This is an optimization exercise on Yosys and OpenROAD, whose aim is small area, a short achievable clock period and few clock cycles, not a production implementation. RTL that was checked went through simulation tests only; none was proved equivalent to the original. Power and IR drop assume default switching activity.

## job 3504
// lz11_dec
module lz11_dec (
    input  wire        clk,
    input  wire        rst,         
    input  wire        start,       
    input  wire [23:0] ilen,        
    output wire        idle,
    output wire        done,        
    output wire [3:0]  err,         
    input  wire        in_valid,
    input  wire [7:0]  in_data,
    output wire        in_ready,
    output wire        out_valid,
    output wire [7:0]  out_data,
    input  wire        out_ready,
    output wire        hist_re,
    output wire [11:0] hist_raddr,
    input  wire [7:0]  hist_rdata,
    output wire        hist_we,
    output wire [11:0] hist_waddr,
    output wire [7:0]  hist_wdata
);
For scale: about 960 cells after synthesis, roughly 140 flip-flops, ~0.0084 sq mm of cells after synthesis.
Settings: LEC_CHECK=0, CAP_MARGIN=20, CORE_MARGIN=2, CORE_UTILIZATION=60, PLACE_DENSITY=0.7, SETUP_SLACK_MARGIN=2.5, SLEW_MARGIN=20; clock period 5.0 ns.
run.sh (not shown) runs the stock make flow with config.mk's settings and CLKGATE_MAP_FILE= SYNTH_SCRIPT=/design/flow/synth_recipe.tcl, a recipe that flattens the netlist after the stock synthesis.
The final layout from job 3504, which completed every stage, passed the timing, design-rule and antenna checks at the end of the flow.
[inputs] job 7920 vs job 3504
==> flow/flow/run.sh (new file) <==
#!/bin/bash
# The standard layout (standard.sh: the standard flow's synthesis and ORFS steps), except
# that the port buffers are inserted as buf_1 cells instead of the default
# buffer the flow picks (clkdlybuf4s50_1); timing repair still resizes them.
set -euo pipefail
export BUFFER_PORTS_ARGS="-buffer_cell sky130_fd_sc_hd__buf_1"
bash standard.sh > standard.log 2>&1
==> flow/standard.sh (new file) <==
#!/bin/bash
# synth_recipe.tcl (not shown) runs the flow's synth.tcl, then flattens the netlist and writes it again
# the make line also repeats each setting of config.mk as NAME=value (left out here)
make -C /OpenROAD-flow-scripts/flow DESIGN_CONFIG=/design/flow/config.mk WORK_HOME=/design/flow/orfs CLKGATE_MAP_FILE= SYNTH_SCRIPT=/design/flow/synth_recipe.tcl "${@:-finish}"
--- a/flow/config.mk
+++ b/flow/config.mk
@@ -11,3 +11,3 @@
 export PLACE_DENSITY = 0.7
-export SETUP_SLACK_MARGIN = 2.5
+export SETUP_SLACK_MARGIN = 2.7
 export SLEW_MARGIN = 20
removed: flow/run.sh
## What came out
- In the tables for job 7920 and job 3504, depth of the worst register-to-register path reads lower with job 3504.
- Taking job 3504 as the reference point, the area growth from synthesis to final layout of job 7920 rises by 0.88 points.
- Power, job 7920 vs job 3504: up by a few percent
- For detailed-route vias per instance, job 7920 and job 3504 come out practically identical.
- Relative to job 3504, the buffer count excluding the clock tree in the final layout measured on job 7920 has increased by more than 10%.
- Longest individual stage delay on the worst path: job 7920 < job 3504
- Diff job 3504 -> job 7920 | clock share of power | increase of 0.7 points
- Slack of the critical path, job 7920 and job 3504, higher one = job 3504.
- Measured against each other, job 7920 and job 3504 differ in cell count, the lower figure coming from job 3504.
No functional check of the RTL was part of any run of this note.


lz11_dec, a different RTL version from the one above (not shown whole).
Size in the first run: roughly 1100 cells after synthesis, roughly 120 flip-flops, ~95 I/O pins.
export LEC_CHECK = 0
export CAP_MARGIN = 20
export CORE_MARGIN = 2
export CORE_UTILIZATION = 40
export PLACE_DENSITY = 0.6
export SETUP_SLACK_MARGIN = 1.5
export SLEW_MARGIN = 20
create_clock -name core_clock -period 5.0 [get_ports {clk}]
Stock flow here: none of the scripts above is used.
Change:
Settings changed: SETUP_SLACK_MARGIN 1.5 to 2.2.
Effect:
- count of clock-buffer cells in the layout rose by 3
- hold slack is better by 0.0033 ns
- maximum frequency rose by a little under a tenth
- sequential cell count does not change
- non-clock buffer count rose by 46
- total power rose by roughly a tenth
- sequential share of layout area fell by 1.9 points
- worst setup slack is better by 0.27 ns
- global-route usage rose by 1.5 points
No run of this note included a check of the RTL's function; only the layout flow was run.


== v44 ==
Another version of the RTL of lz11_dec (not shown whole).
Size in the first run: about 1000 cells after synthesis, roughly 140 flip-flops, roughly 8700 um^2 of cells after synthesis.
==> flow/design.v (excerpt) <==
module lz11_dec (
    input  wire        clk,
    input  wire        rst,         
    input  wire        start,       
    input  wire [23:0] ilen,        
    output wire        idle,
    output wire        done,        
    output wire [3:0]  err,         
    input  wire        in_valid,
    input  wire [7:0]  in_data,
    output wire        in_ready,
    output wire        out_valid,
    output wire [7:0]  out_data,
    input  wire        out_ready,
    output wire        hist_re,
    output wire [11:0] hist_raddr,
    input  wire [7:0]  hist_rdata,
    output wire        hist_we,
    output wire [11:0] hist_waddr,
    output wire [7:0]  hist_wdata
);
==> flow/config.mk <==
export PLATFORM = sky130hd
export DESIGN_NAME = lz11_dec
export DESIGN_NICKNAME = lz11_dec
export VERILOG_FILES = /design/flow/design.v
export SDC_FILE = /design/flow/constraint.sdc
export NUM_CORES = 4
export LEC_CHECK = 0
export CAP_MARGIN = 20
export CORE_MARGIN = 2
export CORE_UTILIZATION = 40
export PLACE_DENSITY = 0.6
export SETUP_SLACK_MARGIN = 2.0
export SLEW_MARGIN = 20
==> flow/constraint.sdc <==
create_clock -name core_clock -period 5.0 [get_ports {clk}]
set_input_delay 1.0000 -clock core_clock [delete_from_list [all_inputs] [get_ports {clk}]]
set_output_delay 1.0000 -clock core_clock [all_outputs]
set_load 0.01 [all_outputs]
v44 was carried through to the last stage, and its layout satisfied the timing, design-rule and antenna checks.
Testbench counts of v44, summed over its fixed seeds: cycles 274,677.
#### Input delta (v16 over v44)
- swapping 0.6 for 0.7 in PLACE_DENSITY
- swapping 40 for 60 in CORE_UTILIZATION
- swapping 2.0 for 2.5 in SETUP_SLACK_MARGIN
[summary]
Final area: v44 and v16 compared, higher one is v16
The higher post-layout minimum cycle time came out of v44.
Footprint of the multi-input gates: lower on v44
Diff v44 -> v16: highest achievable clock rate has increased, post-detailed-route via-to-cell ratio has increased, number of non-filler instances in the completed layout has decreased, largest net degree at the start of global routing has decreased, met3 capacity usage during global routing has increased.
v16 ends up with a total net switching power that is 2.3 uW higher than in v44.
On overall routed net length, v16 does better than v44.
Looking at start point of the critical path, the in_data[6] result is from v44; the in_valid one comes from v16.
Relative to v16, the following input files were edited for v35:
- CORE_UTILIZATION: 60 -> 40
- SETUP_SLACK_MARGIN: 2.5 -> 2.4
- PLACE_DENSITY: 0.7 -> 0.6
[summary]
- Per the comparison of v35 with v16, die height increased by about 22% relative to the old numbers; count of clock buffers in the final design went down; total power rose by 16 uW; total global routing track utilization lower; final standard cell area without fillers climbed about 0.6%.
- Compared with v16, v35 shows a reg-to-reg setup timing slack that is 0.03 ns higher.
- Between v35 and v16, final hold slack is higher for v16, v35 comes in under that.


Setup of onyx:
The RTL this note starts from:
==> flow/design.v <==
module lz11_dec (
    input  wire        clk,
    input  wire        rst,         
    input  wire        start,       
    input  wire [23:0] ilen,        
    output wire        idle,
    output wire        done,        
    output wire [3:0]  err,         
    input  wire        in_valid,
    input  wire [7:0]  in_data,
    output wire        in_ready,
    output wire        out_valid,
    output wire [7:0]  out_data,
    input  wire        out_ready,
    output wire        hist_re,
    output wire [11:0] hist_raddr,
    input  wire [7:0]  hist_rdata,
    output wire        hist_we,
    output wire [11:0] hist_waddr,
    output wire [7:0]  hist_wdata
);
    reg s_idle;              
    reg s_h0;                
    reg s_h1, s_h2, s_h3;    
    reg s_h4;                
    reg s_x0, s_x1, s_x2, s_x3;    
    reg s_x4;                
    reg s_main;              
    reg s_b23;               
    reg s_b24;               
    reg s_b34;               
    reg s_last;              
    reg s_chk;               
    reg s_copy;              
    reg s_done;              
    reg [23:0] remain;       
    reg        rz;           
    reg        short;        
    reg [31:0] left;         
    reg [11:0] wp;           
    reg        wrapped;      
    reg [7:0]  flags;        
    reg        fle;          
    reg        fref;         
    reg [16:0] cnt;          
    reg [3:0]  dhi;          
    reg        f3, f4;       
    reg [11:0] rp;           
    reg        d1;           
    reg        bad;          
    reg        lastc;        
    reg [1:0]  ecode;        
    reg        o_lit;        
    reg        o_rdy;        
    reg        o_more;       
    assign idle       = s_idle | s_done;
    assign done       = s_done;
    assign err        = {2'b00, ecode};
    assign in_ready   = o_rdy | (o_lit & out_ready);
    assign out_valid  = s_copy | (o_lit & in_valid);
    assign out_data   = s_copy ? hist_rdata : in_data;
    assign hist_we    = out_valid & out_ready;
    assign hist_waddr = wp;
    assign hist_wdata = out_data;
    assign hist_re    = s_chk | (o_more & out_ready);
    assign hist_raddr = rp;
    wire iv   = in_valid;
    wire lhz  = (left[31:2] == 30'd0);
    wire l1   = lhz & (left[1:0] == 2'd1);
    wire l2   = lhz & (left[1:0] == 2'd2);
    wire take = iv & in_ready;
    wire emit = hist_we;
    wire lit   = !fle & !fref;
    wire tref  = !fle & fref;
    wire fetch = s_x0 | s_x1 | s_x2 | s_x3 | s_main | s_b23 | s_b24 | s_b34 | s_last;
    wire magic = (in_data == 8'h11);
    wire l0    = lhz & (left[1:0] == 2'd0);
    wire lit_x = s_main & !rz & lit & iv & out_ready;      
    wire ref_1 = s_main & !rz & tref & iv;                 
    wire flg_x = s_main & !rz & fle & iv;                  
    wire cp_x  = s_copy & out_ready;                       
    wire [11:0] field = {dhi, in_data};
    wire [12:0] diff  = {1'b0, wp} + {1'b1, ~field};    
    wire to_short = (s_h0 & short) | (fetch & rz);
    wire to_inv   = (s_h0 & !short & iv & !magic) | (s_chk & bad);
    wire n_done   = to_short | to_inv | (s_x4 & l0) |
                    (lit_x & l1) | (cp_x & lastc & l1);
    wire n_idle   = (s_idle & !start) | s_done;
    wire n_h0     = (s_idle & start) | (s_h0 & !short & !iv);
    wire n_h1     = (s_h0 & !short & iv & magic) | (s_h1 & !iv);
    wire n_h2     = (s_h1 & iv) | (s_h2 & !iv);
    wire n_h3     = (s_h2 & iv) | (s_h3 & !iv);
    wire n_h4     = s_h3 & iv;
    wire n_x0     = (s_h4 & (left[23:0] == 24'd0)) | (s_x0 & !rz & !iv);
    wire n_x1     = (s_x0 & !rz & iv) | (s_x1 & !rz & !iv);
    wire n_x2     = (s_x1 & !rz & iv) | (s_x2 & !rz & !iv);
    wire n_x3     = (s_x2 & !rz & iv) | (s_x3 & !rz & !iv);
    wire n_x4     = s_x3 & !rz & iv;
    wire n_main   = (s_h4 & (left[23:0] != 24'd0)) | (s_x4 & !l0) |
                    (s_main & !rz & !(lit_x & l1) & !ref_1) |
                    (cp_x & lastc & !l1);
    wire n_b23    = (ref_1 & (in_data[7:4] == 4'h0)) | (s_b23 & !rz & !iv);
    wire n_b24    = (ref_1 & (in_data[7:4] == 4'h1)) | (s_b24 & !rz & !iv);
    wire n_b34    = (s_b24 & !rz & iv) | (s_b34 & !rz & !iv);
    wire n_last   = (ref_1 & (in_data[7:5] != 3'd0)) | (s_b23 & !rz & iv) |
                    (s_b34 & !rz & iv) | (s_last & !rz & !iv);
    wire n_chk    = s_last & !rz & iv;
    wire n_copy   = (s_chk & !bad) | (s_copy & !(out_ready & lastc));
    wire fl_load  = flg_x | ((s_chk | s_copy) & take);
    wire fl_shift = lit_x | ref_1;
    wire n_fle    = fl_load ? 1'b0 : fl_shift ? (flags[6:0] == 7'd0) : fle;
    wire n_fref   = fl_load ? in_data[7] : fl_shift ? flags[7] : fref;
    wire n_rz     = (s_idle & start) ? (ilen == 24'd0) :
                    take ? (remain == 24'd1) : rz;
    wire n_short  = (s_idle & start) ? (ilen[23:2] == 22'd0) : short;
    wire n_d1     = n_chk ? (field == 12'd0) : d1;
    wire cnt0     = (cnt == 17'd0);
    wire n_lastc  = s_chk ? ((cnt0 & !f3 & !f4) | l1) :
                    cp_x ? ((cnt == 17'd1) & !f3 & !f4) | l2 : lastc;
    always @(posedge clk) begin
        s_idle <= n_idle | rst;
        s_h0   <= n_h0   & !rst;
        s_h1   <= n_h1   & !rst;
        s_h2   <= n_h2   & !rst;
        s_h3   <= n_h3   & !rst;
        s_h4   <= n_h4   & !rst;
        s_x0   <= n_x0   & !rst;
        s_x1   <= n_x1   & !rst;
        s_x2   <= n_x2   & !rst;
        s_x3   <= n_x3   & !rst;
        s_x4   <= n_x4   & !rst;
        s_main <= n_main & !rst;
        s_b23  <= n_b23  & !rst;
        s_b24  <= n_b24  & !rst;
        s_b34  <= n_b34  & !rst;
        s_last <= n_last & !rst;
        s_chk  <= n_chk  & !rst;
        s_copy <= n_copy & !rst;
        s_done <= n_done & !rst;
        o_lit  <= n_main & !rst & !n_rz & !n_fle & !n_fref;
        o_rdy  <= !rst & ((n_h0 & !n_short) | n_h1 | n_h2 | n_h3 |
                  (!n_rz & (n_x0 | n_x1 | n_x2 | n_x3 | n_b23 | n_b24 | n_b34 | n_last |
                            (n_main & (n_fle | n_fref)) | ((n_chk | n_copy) & n_fle))));
        o_more <= n_copy & !n_lastc & !n_d1;
        if (!s_done)
            ecode <= {to_short | to_inv, to_short};
        rz    <= n_rz;
        fle   <= n_fle;
        fref  <= n_fref;
        d1    <= n_d1;
        lastc <= n_lastc;
        if (s_idle & start) begin
            remain  <= ilen;
            short   <= (ilen[23:2] == 22'd0);
            left    <= 32'd0;
            wp      <= 12'd0;
            wrapped <= 1'b0;
            fle     <= 1'b1;
        end else begin
            if (take)
                remain <= remain - 24'd1;
            if (emit) begin
                left    <= left - 32'd1;
                wp      <= wp + 12'd1;
                wrapped <= wrapped | (wp == 12'hfff);
            end
            if (iv) begin
                if (s_h1 | s_x0) left[7:0]   <= in_data;
                if (s_h2 | s_x1) left[15:8]  <= in_data;
                if (s_h3 | s_x2) left[23:16] <= in_data;
                if (s_x3)        left[31:24] <= in_data;
            end
        end
        if (fl_load)
            flags <= {in_data[6:0], 1'b1};
        else if (fl_shift)
            flags <= {flags[6:0], 1'b0};
        if (ref_1) begin
            f3 <= (in_data[7:4] == 4'h0);
            f4 <= (in_data[7:4] == 4'h1);
            if (in_data[7:5] == 3'd0)
                cnt <= {9'd0, in_data[3:0], 4'd0};
            else begin
                cnt <= {13'd0, in_data[7:4]};
                dhi <= in_data[3:0];
            end
        end
        if (s_b23 & iv) begin
            cnt[3:0] <= in_data[7:4];
            dhi      <= in_data[3:0];
        end
        if (s_b24 & iv)
            cnt[11:0] <= {cnt[7:4], in_data};
        if (s_b34 & iv) begin
            cnt[15:0] <= {cnt[11:0], in_data[7:4]};
            dhi       <= in_data[3:0];
        end
        if (s_last & iv) begin
            rp        <= diff[11:0];
            bad       <= !wrapped && diff[12];
        end else if (hist_re)
            rp <= rp + 12'd1;
        if (cp_x) begin
            if (cnt0) begin
                cnt <= {8'd0, f4, 8'h0f};
                f3  <= 1'b0;
                f4  <= 1'b0;
            end else
                cnt <= cnt - 17'd1;
        end
    end
endmodule
Settings: LEC_CHECK=0, CAP_MARGIN=20, CORE_MARGIN=2, CORE_UTILIZATION=60, PLACE_DENSITY=0.7, SETUP_SLACK_MARGIN=2.5, SLEW_MARGIN=20; clock period 5.0 ns.
The flow did not stop early for onyx: all stages ran, and the layout cleared the timing, design-rule and antenna checks.
Testbench counts of onyx, summed over its fixed seeds: cycles 274,869.
For xenon, these inputs were changed with respect to onyx:
# onyx
export LEC_CHECK = 0
export CAP_MARGIN = 20
export CORE_MARGIN = 2
export CORE_UTILIZATION = 60
export PLACE_DENSITY = 0.7
export SETUP_SLACK_MARGIN = 2.5
export SLEW_MARGIN = 20
create_clock -name core_clock -period 5.0 [get_ports {clk}]
# xenon
export LEC_CHECK = 0
export CAP_MARGIN = 20
export CORE_MARGIN = 2
export CORE_UTILIZATION = 60
export CTS_BUF_LIST = sky130_fd_sc_hd__clkbuf_8
export CTS_CLUSTER_SIZE = 30
export PLACE_DENSITY = 0.7
export SETUP_SLACK_MARGIN = 2.5
export SLEW_MARGIN = 20
create_clock -name core_clock -period 5.0 [get_ports {clk}]
[summary]
Delta(final cycle utilization of the critical path, xenon - onyx) > 0. xenon against onyx: switching power total decreased about 7%, overall power decreased about 12%, post-CTS setup-driven buffer insertion count decreased 1.
Inputs modified between xenon and amber:
# xenon
export LEC_CHECK = 0
export CAP_MARGIN = 20
export CORE_MARGIN = 2
export CORE_UTILIZATION = 60
export CTS_BUF_LIST = sky130_fd_sc_hd__clkbuf_8
export CTS_CLUSTER_SIZE = 30
export PLACE_DENSITY = 0.7
export SETUP_SLACK_MARGIN = 2.5
export SLEW_MARGIN = 20
create_clock -name core_clock -period 5.0 [get_ports {clk}]
# amber
export LEC_CHECK = 0
export CAP_MARGIN = 20
export CORE_MARGIN = 2
export CORE_UTILIZATION = 70
export PLACE_DENSITY = 0.8
export SETUP_SLACK_MARGIN = 2.5
export SLEW_MARGIN = 20
create_clock -name core_clock -period 5.0 [get_ports {clk}]
==> flow/flow/run.sh (new file) <==
#!/bin/bash
# The standard layout (standard.sh: the standard flow's synthesis and ORFS steps), except
# that the port buffers are inserted as buf_1 cells instead of the default
# buffer the flow picks (clkdlybuf4s50_1); timing repair still resizes them.
set -euo pipefail
export BUFFER_PORTS_ARGS="-buffer_cell sky130_fd_sc_hd__buf_1"
bash standard.sh > standard.log 2>&1
==> flow/standard.sh (new file) <==
#!/bin/bash
# synth_recipe.tcl (not shown) runs the flow's synth.tcl, then flattens the netlist and writes it again
# the make line also repeats each setting of config.mk as NAME=value (left out here)
make -C /OpenROAD-flow-scripts/flow DESIGN_CONFIG=/design/flow/config.mk WORK_HOME=/design/flow/orfs CLKGATE_MAP_FILE= SYNTH_SCRIPT=/design/flow/synth_recipe.tcl "${@:-finish}"
removed: flow/run.sh
Results
NOTE switching power xenon->amber increased by more than 10%
Going from xenon to amber, final clock period utilization by the worst path has increased; maximum frequency lost about 2%; clock insertion delay at the later pin of the skew report down 0.02 ns; die area now sits lower; global-route wire length before repair rose by 5.2%.
Result: PASS for each of amber and xenon
amber vs xenon: cell count down
Standard cell with the maximum stage delay on the critical path = sky130_fd_sc_hd__fa_2: amber; standard cell with the maximum stage delay on the critical path = sky130_fd_sc_hd__buf_6: xenon
The inputs of maple differ from those of amber as listed below.
# amber
export LEC_CHECK = 0
export CAP_MARGIN = 20
export CORE_MARGIN = 2
export CORE_UTILIZATION = 70
export PLACE_DENSITY = 0.8
export SETUP_SLACK_MARGIN = 2.5
export SLEW_MARGIN = 20
create_clock -name core_clock -period 5.0 [get_ports {clk}]
# maple
export LEC_CHECK = 0
export CAP_MARGIN = 20
export CORE_MARGIN = 2
export CORE_UTILIZATION = 60
export CTS_BUF_LIST = sky130_fd_sc_hd__clkbuf_8
export CTS_CLUSTER_SIZE = 30
export PLACE_DENSITY = 0.7
export SETUP_SLACK_MARGIN = 2.5
export SLEW_MARGIN = 20
create_clock -name core_clock -period 5.0 [get_ports {clk}]
Results
- Maximum vdd ir drop in maple is about 30% below amber.
- The via count reported for maple is lower than the one for amber.
- amber -> maple: net load switching power decreased by a little under 10%

static timing again, ports no longer ideal:
Ports are ideal in the flow. The routed layouts listed here were re-timed in OpenROAD.
Step 1, drivers: a clkbuf_16 drives clk and a buf_2 each remaining input, both assumed.
Step 2 also shifts input and output timing later by t, the mid clock arrival at the registers, as if the neighbouring blocks saw the same clock.
Slacks: no drivers / after step 1 / after step 2; pairs: no drivers / after step 1.
run | t, ns | setup slack, ns | worst slew at a driven data input, ns | pins driven straight from the clock port
job 3504 | 0.462 | 2.412 / 2.355 / 2.032 | 0.09 | 1
job 7920 | 0.477 | 2.333 / 2.268 / 2.110 | 0.09 | 1
the first run of note 2 | 0.474 | 1.539 / 1.518 / 1.151 | 0.06 | 1
the second run of note 2 | 0.471 | 1.805 / 1.759 / 1.805 | 0.09 | 1
v44 | 0.466 | 2.045 / 2.019 / 1.666 | 0.04 | 1
v16 | 0.472 | 2.426 / 2.380 / 2.006 | 0.08 | 1
v35 | 0.472 | 2.372 / 2.334 / 1.941 | 0.06 | 1
onyx | 0.459 | 2.362 / 2.321 / 1.923 | 0.07 | 1
xenon | 0.484 | 2.289 / 2.248 / 1.869 | 0.08 | 1
amber | 0.470 | 2.236 / 2.241 / 1.771 | 0.08 | 1
maple | 0.491 | 2.325 / 2.263 / 1.897 | 0.19 | 1
After both steps every run listed still meets setup and hold. For amber, which loses most, drivers alone change the setup slack by +0.005 ns; drivers and shift together by -0.465 ns.
